What follows belongs to an exercise in optimizing a design on an open flow for small area, a short achievable clock period and few clock cycles per item; a production flow would make more cautious choices. In this exercise RTL edits were held to simulation tests only and were not proved equivalent to the original.

Design spidrv_core, start of the top module:
module spidrv_core (
    input  wire        clk,
    input  wire        rst,
    input  wire        cfg_valid,
    output reg         cfg_ready,
    input  wire [31:0] cfg_in_min,
    input  wire [31:0] cfg_in_max,
    input  wire [31:0] cfg_out_min,
    input  wire [31:0] cfg_out_max,
    input  wire        cfg_little_endian,
    output reg         cfg_done,
    output reg  [2:0]  cfg_err,
    output reg  [31:0] cfg_scale,
    input  wire        s_valid,
    output reg         s_ready,
    input  wire [23:0] s_data,
    output reg         m_valid,
    input  wire        m_ready,
    output reg  [31:0] m_data
);
Size in the first run: ~4500 cells after synthesis, about 340 flip-flops, roughly 230 I/O pins, ~40000 um^2 of cells after synthesis.
Settings: LEC_CHECK=0, CAP_MARGIN=20, CORE_MARGIN=2, CORE_UTILIZATION=40, SLEW_MARGIN=20; clock period 32.0 ns.
standard.sh (not shown) runs the stock make flow with config.mk's settings and CLKGATE_MAP_FILE= SYNTH_SCRIPT=/design/flow/synth_recipe.tcl, a recipe that flattens the netlist after the stock synthesis.
==> flow/flow/run.sh <==
#!/bin/bash
# Standard layout, with repair_timing asked to keep extra setup margin so that
# the critical paths are sized for speed, and the port buffers made with
# buf_1 cells (the clock and constraints are unchanged; every port is still
# buffered).
set -euo pipefail
bash standard.sh SETUP_SLACK_MARGIN=24.4 "BUFFER_PORTS_ARGS=-buffer_cell sky130_fd_sc_hd__buf_1" finish > standard_flow.log 2>&1
Testbench counts at the start, summed over its fixed seeds: cycles 21,504, items 19,200.
Change:
--- a/flow/design.v
+++ b/flow/design.v
@@ -1646,43 +1646,40 @@
     assign hc792 = pp286 & pp310;
     wire [47:0] ra = {pp312, pp311, hs791, fs789, fs787, fs785, fs783, fs781, fs779, fs777, fs775, fs773, fs771, fs769, fs767, fs765, fs763, fs761, fs759, fs757, fs755, fs753, fs751, fs749, fs747, fs745, fs743, fs741, fs739, fs737, fs735, fs733, fs731, fs729, fs727, fs725, fs723, fs721, fs719, fs717, fs715, fs713, fs711, hs709, pp4, pp3, pp2, pp1};
     wire [47:0] rb = {1'b0, hc792, fc790, fc788, fc786, fc784, fc782, fc780, fc778, fc776, fc774, fc772, fc770, fc768, fc766, fc764, fc762, fc760, fc758, fc756, fc754, fc752, fc750, fc748, fc746, fc744, fc742, fc740, fc738, fc736, fc734, fc732, fc730, fc728, fc726, fc724, fc722, fc720, fc718, fc716, fc714, fc712, hc710, pp53, pp28, pp27, 1'b0, 1'b0};
     wire co;
     spidrv_add #(48, 6) u_cpa (.a(ra), .b(rb), .ci(1'b0), .s(p), .co(co));
 endmodule
 module spidrv_f2i (
     input  wire [25:0] ph,           
     input  wire        pl,           
     input  wire        zp,
     input  wire        ovf,
     input  wire        big,
-    input  wire [5:0]  sh,           
+    input  wire [5:0]  sh,
     input  wire        neg,
     input  wire [31:0] out_min,
     output wire [31:0] y,
-    output wire [22:0] rm,           
-    output wire        rc            
+    output wire [24:0] r             
 );
-    wire        p47 = ph[25];
-    wire        lsb = p47 ? ph[2] : ph[1];
-    wire        g   = p47 ? ph[1] : ph[0];
-    wire        st  = p47 ? (ph[0] | pl) : pl;
-    wire        rnd = g & (st | lsb);
-    wire [24:0] x   = {ph[25:2], ph[1] & ~p47};                      
-    wire [25:0] tt  = {1'b0, x} + {24'd0, rnd & p47, rnd & ~p47};    
-    assign rm = p47 ? tt[23:1] : tt[22:0];
-    assign rc = p47 ? tt[25] : tt[24];
-    wire [32:0] v   = {tt, 7'd0} >> sh;
-    wire        oor = ovf | v[32] | v[31];
-    wire [31:0] qq  = zp ? 32'd0 : oor ? 32'h8000_0000 : big ? 32'd0 : v[31:0];
+    wire        p47  = ph[25];
+    wire [23:0] mant = p47 ? ph[25:2] : ph[24:1];
+    wire        g    = p47 ? ph[1] : ph[0];
+    wire        st   = p47 ? (ph[0] | pl) : pl;
+    assign      r    = {1'b0, mant} + {24'd0, g & (st | mant[0])};
+    wire [6:0]  s    = {1'b0, sh} - {6'd0, p47};      
+    wire [31:0] v    = {r, 7'd0} >> s[4:0];
+    wire        oor  = ovf | s[6] | (~s[5] & v[31]);
+    wire        zr   = big | s[5];
+    wire [31:0] qq   = zp ? 32'd0 : oor ? 32'h8000_0000 : zr ? 32'd0 : v;
     wire        co;
     spidrv_add #(32, 5) u_add (.a(out_min), .b(qq ^ {32{neg}}), .ci(neg), .s(y), .co(co));
 endmodule
 module spidrv_newmapper (
     input  wire [24:0] rem,         
     input  wire [23:0] den,         
     output wire [1:0]  qb,          
     output wire [24:0] rem_n
 );
     wire [25:0] d1;
     wire        c1, c2;
     spidrv_add #(26, 5) u_d1 (.a({1'b0, rem}), .b(~{2'b00, den}), .ci(1'b1), .s(d1), .co(c1));
@@ -1802,33 +1799,32 @@
     spidrv_absdiff u_abs (.a(opa), .b(bsub), .uns(cfga), .mag(maga_d), .neg(na_d));
     wire        z1_d;
     wire [7:0]  ex1_d;
     wire [22:0] m1_d;
     spidrv_int2f u_i2f (.mag(maga), .zero(z1_d), .e(ex1_d), .m(m1_d));
     wire        m3cyc = (state == S_M3);
     wire [23:0] mx = m3cyc ? 24'h60_0000 : {1'b1, m1};
     wire [47:0] P;
     spidrv_fmul u_mul (.mx(mx), .ms({1'b1, cfg_scale[22:0]}), .m3(m3), .p(P));
     wire [7:0]  es   = cfg_scale[30:23];
     wire [9:0]  shs  = 10'd284 - {2'd0, ex1} - {2'd0, es};
     wire [31:0] y;
-    wire [22:0] rm3;
-    wire        rc3;
+    wire [24:0] r3;
     spidrv_f2i u_f2i (.ph(ph2), .pl(pl2), .zp(zp2), .ovf(ovf2), .big(big2),
-                      .sh(sh2), .neg(n2), .out_min(out_min), .y(y), .rm(rm3), .rc(rc3));
+                      .sh(sh2), .neg(n2), .out_min(out_min), .y(y), .r(r3));
     wire [1:0]  qb;
     wire [24:0] rem_n;
     spidrv_newmapper u_div (.rem(rem), .den({1'b1, m1}), .qb(qb), .rem_n(rem_n));
-    wire [7:0]  es_q    = e_num - ex1 + 8'd126 + {7'd0, ph2[25]} + {7'd0, rc3};
-    wire [31:0] scale_r = num_zero ? 32'd0 : {1'b0, es_q, rm3};
+    wire [7:0]  es_q    = e_num - ex1 + 8'd126 + {7'd0, ph2[25]} + {7'd0, r3[24]};
+    wire [31:0] scale_r = num_zero ? 32'd0 : {1'b0, es_q, r3[22:0]};
     wire en   = ~m_valid | m_ready;
     wire push = s_valid & s_ready;
     wire pop  = en & (fcnt != 2'd0);
     wire [1:0] fcnt_n = fcnt + {1'b0, push} - {1'b0, pop};
     wire cerr = err3 | err4 | z1;
     always @(posedge clk) begin
         if (cstart | (state == S_C1)) begin
             f0  <= (state == S_C1) ? cfg_in_max[23:0]  : cfg_out_max[23:0];
             f0h <= (state == S_C1) ? cfg_in_max[31:24] : cfg_out_max[31:24];
         end else if (s_ready & ~wp) begin
             f0 <= s_data;
         end
@@ -1932,19 +1928,20 @@
                         state    <= S_IDLE;
                         cfg_done <= 1'b1;
                         cfg_err  <= err3 ? 3'd3 : err4 ? 3'd4 : 3'd5;
                     end else if (dcnt == 4'd12) begin
                         state <= S_RND;
                     end
                 end
                 S_RND: begin
                     state     <= S_M3;
                     cfg_done  <= 1'b1;
                     cfg_err   <= 3'd0;
                     mapper_ok <= 1'b1;
+                    s_ready   <= 1'b1;
                 end
                 S_M3: state <= S_IDLE;
                 default: state <= S_IDLE;
             endcase
         end
     end
 endmodule
Setup slack is worse by 0.031 ns.
Count of clock-buffer cells in the layout increases by 6.
Synthesized area increases slightly.
Register-to-register slack is better by 0.04 ns.
Final area increases slightly.
Global-route usage decreases by 1.1 points.
Non-clock buffer count increases by 2.
Via count increases slightly.
Maximum frequency decreases slightly.
Worst hold slack is worse by 0.0049 ns.
Testbench counts after the change, summed over its fixed seeds: cycles 21,504, items 19,200.

afterwards: timing with drivers on the ports:
How much do the figures lean on ideal ports? The routed layouts below were timed once more, with nothing changed but the port constraints. Step 1 assumes that a clkbuf_16 drives the clock port and a buf_2 every other input. Step 2 adds t to the input delays and takes it off the output delays; t is the mean of the earliest and latest rising clock arrival at the registers after step 1. Input paths then give back, and output paths get back, about the clock's delay inside the block. a / b / c = no drivers / after step 1 / after step 2; a / b = the first two.
| run | t, ns | slack for setup (ns) | worst setup path at the end | worst register clock-pin slew, ns | worst data-port slew with drivers (ns) |
|---|---|---|---|---|---|
| the first run | 0.613 | 24.285 / 24.230 / 23.862 | input to register | 0.08 / 0.08 | 0.06 |
| the second run | 0.631 | 24.254 / 24.192 / 23.880 | input to register | 0.07 / 0.07 | 0.07 |
After both steps every run listed still meets setup and hold. For the first run, which loses most, drivers alone change the setup slack by -0.055 ns; drivers and shift together by -0.423 ns.
